Background: an optimization exercise with open tools, aiming at small area, a short achievable clock period and few clock cycles per item. Do not read the settings as production practice.
In this exercise RTL edits were held to simulation tests only and were not proved equivalent to the original.
Power figures rest on the tool's default switching activity, not on a simulated workload.

<file path="config.mk">
export PLATFORM = sky130hd
export DESIGN_NAME = idt_frame_decoder
export DESIGN_NICKNAME = idt_frame_decoder
export VERILOG_FILES = /design/flow/design.v
export SDC_FILE = /design/flow/constraint.sdc
export NUM_CORES = 4
export LEC_CHECK = 0
export CAP_MARGIN = 20
export CORE_MARGIN = 2
export CORE_UTILIZATION = 40
export SLEW_MARGIN = 20
</file>
<file path="constraint.sdc">
create_clock -name core_clock -period 4.0 [get_ports {clk}]
set_input_delay 0.8000 -clock core_clock [delete_from_list [all_inputs] [get_ports {clk}]]
set_output_delay 0.8000 -clock core_clock [all_outputs]
set_load 0.01 [all_outputs]
</file>
<file path="design.v">
module idt_frame_decoder (
    input  wire        clk,
    input  wire        rst,         
    input  wire        tailoff,     
    input  wire        in_valid,
    input  wire [7:0]  in_data,
    input  wire        in_last,
    output wire        in_ready,
    output reg         res_valid,
    output reg  [31:0] res_info,    
    output reg  [31:0] res_crc,     
    output reg  [31:0] res_len,     
    output reg  [31:0] res_addr,    
    output wire [8:0]  rx_track,    
    output wire [15:0] rx_cnt       
);
    localparam [3:0] C_OK = 4'd0, C_NO_DELIM = 4'd1, C_BAD_LEN = 4'd2,
                     C_BAD_CRC = 4'd3, C_BAD_COMPL = 4'd4, C_SEQ_ERR = 4'd5;
    localparam [1:0] T_NONE = 2'd0, T_HEAD = 2'd1, T_DATA = 2'd2, T_TAIL = 2'd3;
    localparam [1:0] S_RX = 2'd0, S_FLUSH1 = 2'd1, S_FLUSH2 = 2'd2, S_RESULT = 2'd3;
    function [15:0] crc_table;
        input [7:0] i;
        integer k;
        reg [15:0] r;
        begin
            r = {i, 8'h00};
            for (k = 0; k < 8; k = k + 1)
                r = r[15] ? ((r << 1) ^ 16'h1021) : (r << 1);
            crc_table = r;
        end
    endfunction
    function [15:0] crc_step;
        input [15:0] a;
        input [7:0]  b;
        begin
            crc_step = {a[7:0], b} ^ crc_table(a[15:8]);
        end
    endfunction
    reg [1:0]  state;
    reg [10:0] count;           
    reg [7:0]  hdr [0:11];      
    reg [7:0]  d1, d2;          
    reg [15:0] acc;             
    reg [7:0]  rx_exp;
    reg        rx_inxfer;
    reg [15:0] rx_count;
    assign in_ready = (state == S_RX);
    assign rx_track = {rx_inxfer, rx_exp};
    assign rx_cnt   = rx_count;
    wire accept = in_valid && in_ready;
    wire is_head = (count >= 11'd4) && (hdr[0] == 8'hFE) && (hdr[1] == 8'h00) &&
                   (hdr[2] == 8'hFF) && (hdr[3] == 8'h01);
    wire is_data = (hdr[0] == 8'hDA);
    wire is_tail = (hdr[0] == 8'hED);
    wire [1:0] ftype = is_head ? T_HEAD : is_data ? T_DATA : is_tail ? T_TAIL : T_NONE;
    wire len_ok = is_head ? (count == 11'd14) :
                  is_data ? (count >= 11'd5 && count <= 11'd1029) :
                  is_tail ? (count == 11'd5) : 1'b0;
    wire [15:0] recv    = {d2, d1};
    wire        crc_ok  = (recv == acc);
    wire        compl_ok = (hdr[2] == ~hdr[1]);
    wire [7:0]  n       = hdr[1];
    wire [7:0]  tail_expect = rx_count[7:0] + {7'd0, tailoff};
    wire        seq_ok  = is_head ? 1'b1 :
                          is_data ? (rx_inxfer && n == rx_exp) :
                                    (rx_inxfer && n == tail_expect);
    reg [3:0]  v_code;
    reg [1:0]  v_type;
    reg        v_crc;       
    reg        v_fields;    
    reg        v_update;    
    always @(*) begin
        v_type   = T_NONE;
        v_crc    = 1'b0;
        v_fields = 1'b0;
        v_update = 1'b0;
        if (count > 11'd1029) begin
            v_code = C_BAD_LEN;
        end else if (ftype == T_NONE) begin
            v_code = C_NO_DELIM;
        end else begin
            v_type = ftype;
            if (!len_ok) begin
                v_code = C_BAD_LEN;
            end else begin
                v_crc = 1'b1;
                if (!crc_ok) begin
                    v_code = C_BAD_CRC;
                end else if (ftype != T_HEAD && !compl_ok) begin
                    v_code = C_BAD_COMPL;
                end else begin
                    v_fields = 1'b1;
                    if (seq_ok) begin
                        v_code   = C_OK;
                        v_update = 1'b1;
                    end else begin
                        v_code = C_SEQ_ERR;
                    end
                end
            end
        end
    end
    wire [7:0]  f_n      = (v_fields && ftype != T_HEAD) ? n : 8'd0;
    wire [10:0] f_chunk  = (v_fields && ftype == T_DATA) ? (count - 11'd5) : 11'd0;
    integer j;
    always @(posedge clk) begin
        if (rst) begin
            state     <= S_RX;
            count     <= 11'd0;
            acc       <= 16'h0000;
            d1        <= 8'h00;
            d2        <= 8'h00;
            for (j = 0; j < 12; j = j + 1)
                hdr[j] <= 8'h00;
            rx_exp    <= 8'd1;
            rx_inxfer <= 1'b0;
            rx_count  <= 16'd0;
            res_valid <= 1'b0;
            res_info  <= 32'h000000F0;
            res_crc   <= 32'd0;
            res_len   <= 32'd0;
            res_addr  <= 32'd0;
        end else begin
            res_valid <= 1'b0;
            case (state)
                S_RX: begin
                    if (accept) begin
                        if (count < 11'd12)
                            hdr[count[3:0]] <= in_data;
                        if (count >= 11'd2)
                            acc <= crc_step(acc, d2);
                        d2    <= d1;
                        d1    <= in_data;
                        count <= count + 11'd1;
                        if (in_last)
                            state <= S_FLUSH1;
                    end
                end
                S_FLUSH1: begin
                    acc   <= crc_step(acc, 8'h00);
                    state <= S_FLUSH2;
                end
                S_FLUSH2: begin
                    acc   <= crc_step(acc, 8'h00);
                    state <= S_RESULT;
                end
                S_RESULT: begin
                    res_valid <= 1'b1;
                    res_info  <= {5'd0, f_chunk, f_n, v_code, 2'b00, v_type};
                    res_crc   <= v_crc ? {acc, recv} : 32'd0;
                    res_len   <= (v_fields && ftype == T_HEAD) ?
                                 {hdr[4], hdr[5], hdr[6], hdr[7]} : 32'd0;
                    res_addr  <= (v_fields && ftype == T_HEAD) ?
                                 {hdr[8], hdr[9], hdr[10], hdr[11]} : 32'd0;
                    if (v_update) begin
                        case (ftype)
                            T_HEAD: begin
                                rx_exp    <= 8'd1;
                                rx_count  <= 16'd0;
                                rx_inxfer <= 1'b1;
                            end
                            T_DATA: begin
                                rx_exp   <= rx_exp + 8'd1;
                                rx_count <= rx_count + 16'd1;
                            end
                            default: begin
                                rx_inxfer <= 1'b0;
                            end
                        endcase
                    end
                    count <= 11'd0;
                    acc   <= 16'h0000;
                    d1    <= 8'h00;
                    d2    <= 8'h00;
                    state <= S_RX;
                end
            endcase
        end
    end
endmodule
</file>
<file path="run.sh">
#!/bin/bash
# synth_recipe.tcl (not shown) runs the flow's synth.tcl, then flattens the netlist and writes it again
# the make line also repeats each setting of config.mk as NAME=value (left out here)
make -C /OpenROAD-flow-scripts/flow DESIGN_CONFIG=/design/flow/config.mk WORK_HOME=/design/flow/orfs CLKGATE_MAP_FILE= SYNTH_SCRIPT=/design/flow/synth_recipe.tcl finish
</file>
==> summary.txt <==
-- path summary, 6_finish.rpt --
kind / cells after the start / to / slack (ps) / start
worst max-delay path: 11 / rx_count[12] / 650 / tailoff
worst min-delay path: 2 / res_info[16] / 450 / res_info[16]
worst max register to register: 10 / rx_count[12] / 850 / rx_count[0]
worst min register to register: 2 / res_info[16] / 450 / res_info[16]
-- worst reg2reg max path, delay by kind of cell (launching register included) --
kind,cells,cell delay [ps]
AND/OR/NAND/NOR,4,1430
AO/OA/AOI/OAI,2,300
flip-flops,1,490
adder cells (fa/ha/maj),2,520
buffers and inverters,2,330
-- stage by stage --
| stage | hold slack, ps | util | cell area [um2] | worst slack (ps) |
|---|---|---|---|---|
| after floorplan | 436 | - | 12300 | 907 |
| after global placement | 440 | 0.464 | 14100 | 229 |
| after detailed placement | 440 | 0.464 | 14100 | 178 |
| after CTS | 453 | 0.503 | 15300 | 701 |
| after global routing | 471 | 0.503 | 15300 | 456 |
| final | 447 | 0.503 | 15300 | 649 |
-- area by class of cell --
type / instances / area, um2 / share of cell area
antenna: 2 / 5.00 / 0.000327
timing repair buffer: 183 / 1780 / 0.117
tap: 396 / 495 / 0.0324
inverter: 17 / 63.8 / 0.00417
multi-input combinational: 776 / 5060 / 0.330
clock inverter: 8 / 62.6 / 0.00409
clock buffer: 54 / 1110 / 0.0727
sequential: 288 / 6730 / 0.439
-- flip-flops by register name (all words and copies together) (netlist names), 2 cells and up --
| name | cells |
|---|---|
| acc | 16 |
| count | 11 |
| d1 | 8 |
| d2 | 8 |
| hdr | 96 |
| res_addr | 32 |
| res_crc | 32 |
| res_info | 25 |
| res_len | 32 |
| rx_count | 16 |
| rx_exp | 8 |
| state | 2 |
-- layout by cell type, fill, tap and decap left out, types with 10 or more instances in the layout --
cell type,n
xnor2_1,38
a21oi_1,32
nand2b_1,15
and3_1,107
ha_1,12
clkbuf_16,39
a22o_1,59
inv_1,16
nor2_1,106
or4_1,13
xor2_1,25
buf_4,23
o21ai_0,34
nor3_1,21
nand2_1,70
o31ai_1,14
a21o_1,10
nand3_1,21
edfxtp_1,96
clkdlybuf4s50_1,159
dfxtp_1,192
nand4_1,14
a22oi_1,62
-- cells by family (layout without fill, tap and decap cells) --
logic type,count (synthesis),after routing
AO/OA/AOI/OAI,263,263
XOR/XNOR,63,63
adder cells (fa/ha/maj),12,12
buffers and inverters,126,262
flip-flops,288,288
multiplexers,6,6
other,1,9
AND/OR/NAND/NOR,425,425
-- where the power goes --
part	switching, mW	total [mW]	internal [mW]	leakage [nW]
Combinational	0.795	1.25	0.454	2.71
Clock	1.19	3.16	1.97	0.583
Sequential	0.192	3.37	3.18	2.54
Total	2.18	7.78	5.60	5.83
-- per-layer routing --
layer / wire length [um] / vias up / global-route usage
li1: - / 4595 / -
met1: 15000 / 4621 / 0.277
met2: 15700 / 280 / 0.330
met3: 2020 / 43 / 0.0405
met4: 523 / 0 / 0.0484
met5: 0 / - / 0
==> results.yml <==
routing:
  wl_mm: 33.2
  drc: 0
  drtIter0Drc: 765
  firstDrtPassIters: 5
  wl_per_cell_um: 19.3
  ant_nets: 0
  vias_per_cell: 5.53
  vias: 9539
setup_path:
  max_stage_delay_ps: 520
  required_ps: 4430
  end_kind: "flip-flop"
  critical_path_arrival_ps: 3780
  cp_top_family: "simple AND/OR/NAND/NOR gates"
  critPathKind: "in -> reg"
  crit_slowest_cell: "or4_1"
  cp-start-kind: "input pin"
  cp_common_cell: "ha_1"
  path_buf_inv: 3
  cp_max_fo: 36
  path_cells: "clkdlybuf4s50_1, ha_1, ha_1, inv_1, or3_1, and4_1, nor4_2, a41oi_2, buf_4, or4_1, a21oi_1"
final_layout:
  area.growth.synth_to_final_pct: 24.6
  fillers: 2815
  nNetsFinal: 1325
  drive_gt1_frac: 0.0747
  final_cells: 1724
cts:
  numClockSinks: 288
  cts_inserted_buffers: 34
  cts_tree: "yes"
  cts_hold_buf: 0
  clk_pin_slew_ps: 50
  ctsHtreeMaxLevel: 2
  insertion_delay_ps: 500
  cts_root_buf: "clkbuf_16"
  clockBufferDepth: 3
  post_cts_buffers: 0
  cts-resized-gates: 0
yosys:
  synth_compound_area_frac: 0.158
  synth-simple-area-share: 0.186
  synth_top_area_cell: "dfxtp_1"
  yosysSeqAreaShare: 0.547
  synth.area.mux_share: 0.00489
  synth_fa_ha_area_frac: 0.0122
  synth_xor_area_frac: 0.0449
  synth_area_um2: 12300
  synth_area_leaders: "dfxtp_1, edfxtp_1, and3_1"
  yosys_warnings: 1
  synthCells: 1184
  synth_cell_type_count: 76
  avgSynthCellArea_um2: 10.4
  synth_top_family_by_area: "simple AND/OR/NAND/NOR gates"
  synth_top_flop_cell: "dfxtp_1"
  ys_top_cells_by_count: "dfxtp_1, and3_1, nor2_1"
  ys_ff_latch: 288
  async_flop_share: 0
  synth_top_area_frac: 0.313
  synth_most_common_cell: "dfxtp_1"
  synth_edf_count: 96
place:
  gp_congestion: 0.904
  dpl.hpwl_mm: 21.3
  dp.cells: 1660
  numPortBuffers: 160
sta:
  fmax_ghz: 0.298
  finalCriticalPeriod_ps: 3350
  finalClockSkew_ps: 10.0
  rsz0062_at_grt: "false"
  setup_tns_ps: 0
  relSlewSlack: 0.461
  slew_violations: 0
  worstMarginPinSlew_ps: 806
  setup_viol: 0
  finalHoldViolations: 0
  min_period_over_period: 0.838
floorplanning:
  row_count: 64
  dieArea_um2: 32100
  start_util: 0.404
  die_w_um: 179
  die_y_um: 179
  core_area_um2: 30400
  ioPinCount: 168
job:
  max_cap_viol_count: 0
global_routing:
  antenna_found_initial: 0
  first_global_vias: 9087
  grt_max_degree: 51
  grt_pass1_wl_mm: 51.1
  grtUsageTotal: 0.203
  gr-total-overflow: 0
status:
  outcome: "timing/DRC/antenna clean"
hold_path:
  hold_path.class: "reg -> reg"
pwr:
  leakage_nw: 5.83
  irDropWorstVdd_v: 0.000299
  power_mw: 7.78
  powerDensity_nw_per_um2: 508
Testbench counts, summed over its fixed seeds: cycles 136,146, bytes 135,489.

## separate check: timing with driven ports
How much do the figures lean on ideal ports? The routed layout below was timed once more, with nothing changed but the port constraints. Step 1 assumes that a clkbuf_16 drives the clock port and a buf_2 every other input. Step 2 also shifts input and output timing later by t, the mid clock arrival at the registers, as if the neighbouring blocks saw the same clock. Three values: ideal, step 1, step 2; two values: the first two.
t, ns: 0.548
slack for setup (ns): 0.649 / 0.673 / 0.125
clock arrival spread, ns: 0.011 / 0.011
slew at the worst register clock pin (ns): 0.06 / 0.06
worst data-port slew with drivers (ns): 0.05
After both steps setup and hold are still met in this run. The setup slack of this run moves by +0.024 ns with the drivers and by -0.524 ns with both steps.
